From an optimization exercise on the open Yosys and OpenROAD flow, aimed at small area, a short achievable clock period and few clock cycles; shortcuts taken in it are not production practice. In this exercise RTL edits were held to simulation tests only and were not proved equivalent to the original. Power is estimated from default activity; no workload was simulated.

==> inputs of trial 35 <==
## cfd128
module cfd128 (
    input  wire        clk,
    input  wire        rst,
    input  wire        host_we,
    input  wire        host_re,
    input  wire [7:0]  host_addr,
    input  wire [63:0] host_wdata,
    output reg  [63:0] host_rdata,    
    output wire        busy
);
clock: 10.0 ns
lec_check: 0
cap_margin: 20
core_margin: 2
core_utilization: 40
place_density: 0.55
setup_slack_margin: 5
slew_margin: 20
run.sh (not shown) runs the stock make flow with config.mk's settings and CLKGATE_MAP_FILE= SYNTH_SCRIPT=/design/flow/synth_recipe.tcl, a recipe that flattens the netlist after the stock synthesis.
==> inputs of build 21, as changes to trial 35 <==
--- a/flow/design.v
+++ b/flow/design.v
@@ -44,12 +44,13 @@
     assign busy = busy_q;
     reg [3:0]   st;
     reg [7:0]   op_q;
     reg [7:0]   imm_q;
     reg [6:0]   cnt;
     reg         ovf;
+    reg  [2:0]  ovb;            
     reg [4:0]   fd;             
     reg [127:0] w;
     reg [1:0]   mb;             
     reg         dmode;          
     wire       addr_is_buf = (host_addr[7:6] == 2'b01) && (host_addr[5:0] <= 6'd41);
     wire [5:0] bi     = host_addr[5:0];
@@ -73,13 +74,13 @@
                 default:                       w_legal = 1'b0;
             endcase
         end
     end
     wire [134:0] op1 = {5'd0, w, 2'd0};
     wire [134:0] op2 = dmode ? {2'd0, w, 5'd0} : {6'd0, (a_q & {128{mb[1]}}), 1'b0};
-    wire [134:0] op3 = dmode ? {1'd0, w, 6'd0} : {7'd0, (a_q & {128{mb[0]}})};
+    wire [134:0] op3 = (st == S_DFRAC) ? {1'd0, w, 6'd0} : {7'd0, (a_q & {128{mb[0]}})};
     wire [134:0] cs_s = op1 ^ op2 ^ op3;
     wire [134:0] cs_c = (op1 & op2) | (op1 & op3) | (op2 & op3);
     wire [134:0] x;
     cfd128_cpa #(.N(135)) u_cpa (.a(cs_s), .b({cs_c[133:0], 1'b0}), .s(x));
     function [5:0] hi_idx;
         input [35:0] m;
@@ -212,13 +213,13 @@
                    | ({64{rs[6]}} & {{56{dp_q[7]}}, dp_q})
                    | ({64{rs[7]}} & {32'd0, status})
                    | ({64{rs[8] & rbval}} & {56'd0, 4'h3, rdig});
     end
     wire [127:0] div_mask = ~({128{1'b1}} << imm_q[6:0]);
     reg         start_ok;       
-    wire        fin_fault = (st == S_FIN) && (((op_q == OP_MUL) && ovf)
+    wire        fin_fault = (st == S_FIN) && (((op_q == OP_MUL) && (ovf || ovb != 3'd0))
                             || ((op_q == OP_DIVP2) && (w[127:32] != 96'd0)));
     wire signed [7:0] w_k = w_imm;
     wire        w_start_ok = (w_opc == OP_SHF) ? ((w_k <= 8'sd64) && (w_k >= -8'sd64) && (w_k != 8'sd0))
                                                : !w_imm[7];
     wire        cmd_dtoa_go = host_we && !busy_q && !fault_q && !fin_fault && host_addr == R_CMD && w_legal
                               && w_opc == OP_DTOA && !(d_sign || d_bexp == 11'h7FF) && !dw_rej && !dw_zero;
@@ -241,21 +242,18 @@
     wire [6:0] shr_step = tc16 ? 7'd16 : tc4 ? 7'd4 : tc1 ? 7'd1 : 7'd0;
     wire selX   = (stSTART & start_ok) | stMUL | (stSHL & tc1) | (stDFRAC & ~fdone);
     wire selR16 = (stSHR & ~bitsmall | stDTINY) & tc16;
     wire selR4  = (stSHR & ~bitsmall | stDTINY) & tc4;
     wire selR1  = stSHR & ~bitsmall & tc1;
     wire selL4  = stDINT | (stSHL & (tc16 | tc4));
-    wire selH   = ((stIDLE | stDFIN) & ~cmd_dtoa_go) | (stSHR & ~bitsmall & tc0) | (stSHL & tc0)
-                | (stSTART & ~start_ok);
     wire [127:0] w_n = ({128{selX}}        & x[127:0])
                      | ({128{cmd_dtoa_go}} & d_wl)
                      | ({128{selR16}}      & (w >> 16))
                      | ({128{selR4}}       & (w >> 4))
                      | ({128{selR1}}       & (w >> 1))
-                     | ({128{selL4}}       & (w << 4))
-                     | ({128{selH}}        & w);
+                     | ({128{selL4}}       & (w << 4));
     always @(posedge clk) begin
         if (rst) w <= 128'd0;
         else     w <= w_n;
     end
     wire dgsh = stDFRAC & pend_v;
     wire [NSLOT*4-1:0] dg_n = cmd_dtoa_go ? {NSLOT*4{1'b0}}
@@ -300,12 +298,13 @@
             rbval      <= 1'b0;
             st         <= S_IDLE;
             op_q       <= 8'd0;
             imm_q      <= 8'd0;
             cnt        <= 7'd0;
             ovf        <= 1'b0;
+            ovb        <= 3'd0;
             fd         <= 5'd0;
             mb         <= 2'b00;
             dmode      <= 1'b0;
         end else begin
             case (st)
                 S_IDLE: ;
@@ -321,13 +320,16 @@
                             end else if (shf_k == 8'sd0) begin
                                 busy_q <= 1'b0;
                                 st     <= S_IDLE;
                             end else begin
                                 if (shf_k[7]) begin
                                     cnt <= (7'd0 - imm_q[6:0]) & 7'b1111110;
-                                    st  <= S_SHL;
+                                    if (imm_q == 8'hFF) begin       
+                                        st     <= S_FIN;
+                                        busy_q <= 1'b0;
+                                    end else st <= S_SHL;
                                 end else begin
                                     cnt <= imm_q[6:0];
                                     st  <= S_SHR;
                                 end
                             end
                         end
@@ -337,13 +339,16 @@
                                 cmd_fault = 1'b1;
                                 cmd_cause = C_DIV_RANGE;
                                 busy_q <= 1'b0;
                                 st     <= S_IDLE;
                             end else begin
                                 cnt <= imm_q[6:0];
-                                st  <= S_SHR;
+                                if (imm_q[6:0] == 7'd0) begin       
+                                    st     <= S_FIN;
+                                    busy_q <= 1'b0;
+                                end else st <= S_SHR;
                             end
                         end
                         OP_BITAT: begin
                             mb <= 2'b00;
                             if (imm_q[7]) begin
                                 cmd_fault = 1'b1;
@@ -361,13 +366,14 @@
                             busy_q <= 1'b0;
                             st     <= S_IDLE;
                         end
                     endcase
                 end
                 S_MUL: begin
-                    if (x[130:128] != 3'd0) ovf <= 1'b1;
+                    ovb <= x[130:128];
+                    if (ovb != 3'd0) ovf <= 1'b1;
                     mb  <= (cnt == 7'd1) ? 2'b00 : m_next;
                     cnt <= cnt - 7'd1;
                     if (cnt == 7'd1) begin
                         st     <= S_FIN;
                         busy_q <= 1'b0;
                     end
@@ -392,13 +398,13 @@
                         busy_q <= 1'b0;
                     end
                 end
                 S_FIN: begin
                     case (op_q)
                         OP_MUL: begin
-                            if (ovf) begin
+                            if (ovf || ovb != 3'd0) begin
                                 cmd_fault = 1'b1;
                                 cmd_cause = C_MUL_OVF;
                             end
                             a_q <= w;
                         end
                         OP_DIVP2: begin
@@ -488,12 +494,13 @@
                                 mb    <= (w_opc == OP_SHF && w_imm[7] && w_imm[0]) ? 2'b10 : 2'b01;
                                 if (w_opc == OP_ISZ && stIDLE) begin
                                     z_q <= a_zero;
                                 end else if (w_opc == OP_MUL) begin
                                     mb     <= m_q[m_top*2 +: 2];
                                     ovf    <= 1'b0;
+                                    ovb    <= 3'd0;
                                     cnt    <= {2'b00, m_top} + 7'd1;
                                     busy_q <= 1'b1;
                                     st     <= S_MUL;
                                 end else if (w_opc == OP_DTOA) begin
                                     mb <= 2'b00;
                                     if (d_sign || d_bexp == 11'h7FF) begin
--- a/flow/config.mk
+++ b/flow/config.mk
@@ -5,9 +5,10 @@
 export SDC_FILE = /design/flow/constraint.sdc
 export NUM_CORES = 8
 export LEC_CHECK = 0
 export CAP_MARGIN = 20
 export CORE_MARGIN = 2
 export CORE_UTILIZATION = 40
+export CTS_BUF_LIST = sky130_fd_sc_hd__clkbuf_4 sky130_fd_sc_hd__clkbuf_8
 export PLACE_DENSITY = 0.55
 export SETUP_SLACK_MARGIN = 5
 export SLEW_MARGIN = 20
==> inputs of trial 28, as changes to trial 35 <==
--- a/flow/design.v
+++ b/flow/design.v
@@ -44,12 +44,13 @@
     assign busy = busy_q;
     reg [3:0]   st;
     reg [7:0]   op_q;
     reg [7:0]   imm_q;
     reg [6:0]   cnt;
     reg         ovf;
+    reg  [2:0]  ovb;            
     reg [4:0]   fd;             
     reg [127:0] w;
     reg [1:0]   mb;             
     reg         dmode;          
     wire       addr_is_buf = (host_addr[7:6] == 2'b01) && (host_addr[5:0] <= 6'd41);
     wire [5:0] bi     = host_addr[5:0];
@@ -212,13 +213,13 @@
                    | ({64{rs[6]}} & {{56{dp_q[7]}}, dp_q})
                    | ({64{rs[7]}} & {32'd0, status})
                    | ({64{rs[8] & rbval}} & {56'd0, 4'h3, rdig});
     end
     wire [127:0] div_mask = ~({128{1'b1}} << imm_q[6:0]);
     reg         start_ok;       
-    wire        fin_fault = (st == S_FIN) && (((op_q == OP_MUL) && ovf)
+    wire        fin_fault = (st == S_FIN) && (((op_q == OP_MUL) && (ovf || ovb != 3'd0))
                             || ((op_q == OP_DIVP2) && (w[127:32] != 96'd0)));
     wire signed [7:0] w_k = w_imm;
     wire        w_start_ok = (w_opc == OP_SHF) ? ((w_k <= 8'sd64) && (w_k >= -8'sd64) && (w_k != 8'sd0))
                                                : !w_imm[7];
     wire        cmd_dtoa_go = host_we && !busy_q && !fault_q && !fin_fault && host_addr == R_CMD && w_legal
                               && w_opc == OP_DTOA && !(d_sign || d_bexp == 11'h7FF) && !dw_rej && !dw_zero;
@@ -241,21 +242,18 @@
     wire [6:0] shr_step = tc16 ? 7'd16 : tc4 ? 7'd4 : tc1 ? 7'd1 : 7'd0;
     wire selX   = (stSTART & start_ok) | stMUL | (stSHL & tc1) | (stDFRAC & ~fdone);
     wire selR16 = (stSHR & ~bitsmall | stDTINY) & tc16;
     wire selR4  = (stSHR & ~bitsmall | stDTINY) & tc4;
     wire selR1  = stSHR & ~bitsmall & tc1;
     wire selL4  = stDINT | (stSHL & (tc16 | tc4));
-    wire selH   = ((stIDLE | stDFIN) & ~cmd_dtoa_go) | (stSHR & ~bitsmall & tc0) | (stSHL & tc0)
-                | (stSTART & ~start_ok);
     wire [127:0] w_n = ({128{selX}}        & x[127:0])
                      | ({128{cmd_dtoa_go}} & d_wl)
                      | ({128{selR16}}      & (w >> 16))
                      | ({128{selR4}}       & (w >> 4))
                      | ({128{selR1}}       & (w >> 1))
-                     | ({128{selL4}}       & (w << 4))
-                     | ({128{selH}}        & w);
+                     | ({128{selL4}}       & (w << 4));
     always @(posedge clk) begin
         if (rst) w <= 128'd0;
         else     w <= w_n;
     end
     wire dgsh = stDFRAC & pend_v;
     wire [NSLOT*4-1:0] dg_n = cmd_dtoa_go ? {NSLOT*4{1'b0}}
@@ -300,12 +298,13 @@
             rbval      <= 1'b0;
             st         <= S_IDLE;
             op_q       <= 8'd0;
             imm_q      <= 8'd0;
             cnt        <= 7'd0;
             ovf        <= 1'b0;
+            ovb        <= 3'd0;
             fd         <= 5'd0;
             mb         <= 2'b00;
             dmode      <= 1'b0;
         end else begin
             case (st)
                 S_IDLE: ;
@@ -321,13 +320,16 @@
                             end else if (shf_k == 8'sd0) begin
                                 busy_q <= 1'b0;
                                 st     <= S_IDLE;
                             end else begin
                                 if (shf_k[7]) begin
                                     cnt <= (7'd0 - imm_q[6:0]) & 7'b1111110;
-                                    st  <= S_SHL;
+                                    if (imm_q == 8'hFF) begin       
+                                        st     <= S_FIN;
+                                        busy_q <= 1'b0;
+                                    end else st <= S_SHL;
                                 end else begin
                                     cnt <= imm_q[6:0];
                                     st  <= S_SHR;
                                 end
                             end
                         end
@@ -337,13 +339,16 @@
                                 cmd_fault = 1'b1;
                                 cmd_cause = C_DIV_RANGE;
                                 busy_q <= 1'b0;
                                 st     <= S_IDLE;
                             end else begin
                                 cnt <= imm_q[6:0];
-                                st  <= S_SHR;
+                                if (imm_q[6:0] == 7'd0) begin       
+                                    st     <= S_FIN;
+                                    busy_q <= 1'b0;
+                                end else st <= S_SHR;
                             end
                         end
                         OP_BITAT: begin
                             mb <= 2'b00;
                             if (imm_q[7]) begin
                                 cmd_fault = 1'b1;
@@ -361,13 +366,14 @@
                             busy_q <= 1'b0;
                             st     <= S_IDLE;
                         end
                     endcase
                 end
                 S_MUL: begin
-                    if (x[130:128] != 3'd0) ovf <= 1'b1;
+                    ovb <= x[130:128];
+                    if (ovb != 3'd0) ovf <= 1'b1;
                     mb  <= (cnt == 7'd1) ? 2'b00 : m_next;
                     cnt <= cnt - 7'd1;
                     if (cnt == 7'd1) begin
                         st     <= S_FIN;
                         busy_q <= 1'b0;
                     end
@@ -392,13 +398,13 @@
                         busy_q <= 1'b0;
                     end
                 end
                 S_FIN: begin
                     case (op_q)
                         OP_MUL: begin
-                            if (ovf) begin
+                            if (ovf || ovb != 3'd0) begin
                                 cmd_fault = 1'b1;
                                 cmd_cause = C_MUL_OVF;
                             end
                             a_q <= w;
                         end
                         OP_DIVP2: begin
@@ -488,12 +494,13 @@
                                 mb    <= (w_opc == OP_SHF && w_imm[7] && w_imm[0]) ? 2'b10 : 2'b01;
                                 if (w_opc == OP_ISZ && stIDLE) begin
                                     z_q <= a_zero;
                                 end else if (w_opc == OP_MUL) begin
                                     mb     <= m_q[m_top*2 +: 2];
                                     ovf    <= 1'b0;
+                                    ovb    <= 3'd0;
                                     cnt    <= {2'b00, m_top} + 7'd1;
                                     busy_q <= 1'b1;
                                     st     <= S_MUL;
                                 end else if (w_opc == OP_DTOA) begin
                                     mb <= 2'b00;
                                     if (d_sign || d_bexp == 11'h7FF) begin
==> flow/config.mk (replaced) <==
export PLATFORM = sky130hd
export DESIGN_NAME = cfd128
export DESIGN_NICKNAME = cfd128
export VERILOG_FILES = /design/flow/design.v
export SDC_FILE = /design/flow/constraint.sdc
export NUM_CORES = 8
export LEC_CHECK = 0
export ABC_AREA = 1
export CAP_MARGIN = 20
export CORE_MARGIN = 2
export CORE_UTILIZATION = 40
export CTS_BUF_LIST = sky130_fd_sc_hd__clkbuf_4 sky130_fd_sc_hd__clkbuf_8
export PLACE_DENSITY = 0.55
export SETUP_SLACK_MARGIN = 5
export SLEW_MARGIN = 20
==> notes <==
- Sequential share of layout area: trial 35 is lower than build 21 (0.47 points).
- Against trial 28, the clock skew of trial 35 is lower by 0.045 ns.
- The lowest setup slack belongs to build 21, the highest to trial 35.
- Against build 21, the clock power of trial 35 is higher by about 2%.
- Of build 21 and trial 28, trial 28 has the higher synthesized cell count (gap 12%, measured against trial 28).
- Critical path depth: build 21 > trial 35 > trial 28.
- Between trial 35 and build 21, the lower non-clock buffer count is in build 21 (gap 47).
- Between build 21 and trial 35, the lower sequential cell count is in trial 35 (gap 3).
==> figures <==
metric	trial 28	build 21	trial 35
Worst path buffer plus inverter count	3	8	4
Non-filler cells, final	13,320	11,620	11,270
Total standard cell area after synthesis	0.06606 sq mm	0.06703 sq mm	0.06761 sq mm
Final Worst Setup Slack	4.761 ns	4.299 ns	4.835 ns
Worst stage delay on the critical path	1.17 ns	0.56 ns	1.02 ns
Seq cells	690	690	687
Buffer count from post-CTS setup fixing	71	88	102
Critical hold path startpoint	op_q[7]$_SDFFE_PP0P_	rgrp[9]$_SDFFE_PP0P_	q_q[7]$_SDFFE_PP0P_
GR met1 Demand/Resource	0.5961	0.5195	0.4860
Wire length after detailed routing	463,300 um	387,400 um	384,600 um
Synth Register Bits	690	690	687
Area of all sequential standard cells	0.01406 sq mm	0.01405 sq mm	0.01397 sq mm
Area share of xor/xnor cells in the synthesized design	0.006894	0.03084	0.02967
Area of the placeable core	0.1644 sq mm	0.1668 sq mm	0.1676 sq mm
Result of the run	finished clean	finished clean	finished clean
Sw frac	0.2981	0.2804	0.2696
Required time reported for the critical path endpoint	10.76 ns	10.74 ns	10.61 ns
Final core utilization	0.4744	0.4660	0.4735
Testbench counts of trial 35, summed over its fixed seeds: cycles 9,757.
Testbench counts of build 21, summed over its fixed seeds: cycles 9,757.
Testbench counts of trial 28, summed over its fixed seeds: cycles 9,757.

afterwards: timing with drivers on the ports:
Ports are ideal in the flow. The routed layouts listed here were re-timed in OpenROAD.
Step 1 assumes that a clkbuf_16 drives the clock port and a buf_2 every other input.
Step 2 times the ports against the registers' clock, not the clock port: input delays grow and output delays shrink by t, the midpoint of the rising clock arrivals with the driver on.
Slacks: no drivers / after step 1 / after step 2; pairs: no drivers / after step 1.
| run | t (ns) | setup WS [ns] | worst setup path after step 2 | clock arrival spread, ns |
|---|---|---|---|---|
| trial 35 | 0.827 | 4.835 / 4.835 / 4.214 | input to register | 0.057 / 0.058 |
| build 21 | 1.003 | 4.299 / 4.299 / 3.980 | input to register | 0.079 / 0.079 |
| trial 28 | 1.047 | 4.761 / 4.761 / 4.077 | input to register | 0.102 / 0.102 |
After both steps setup and hold are still met in every run listed. The setup slack of trial 28, which loses most, moves by 0.000 ns with the drivers and by -0.684 ns with both steps.
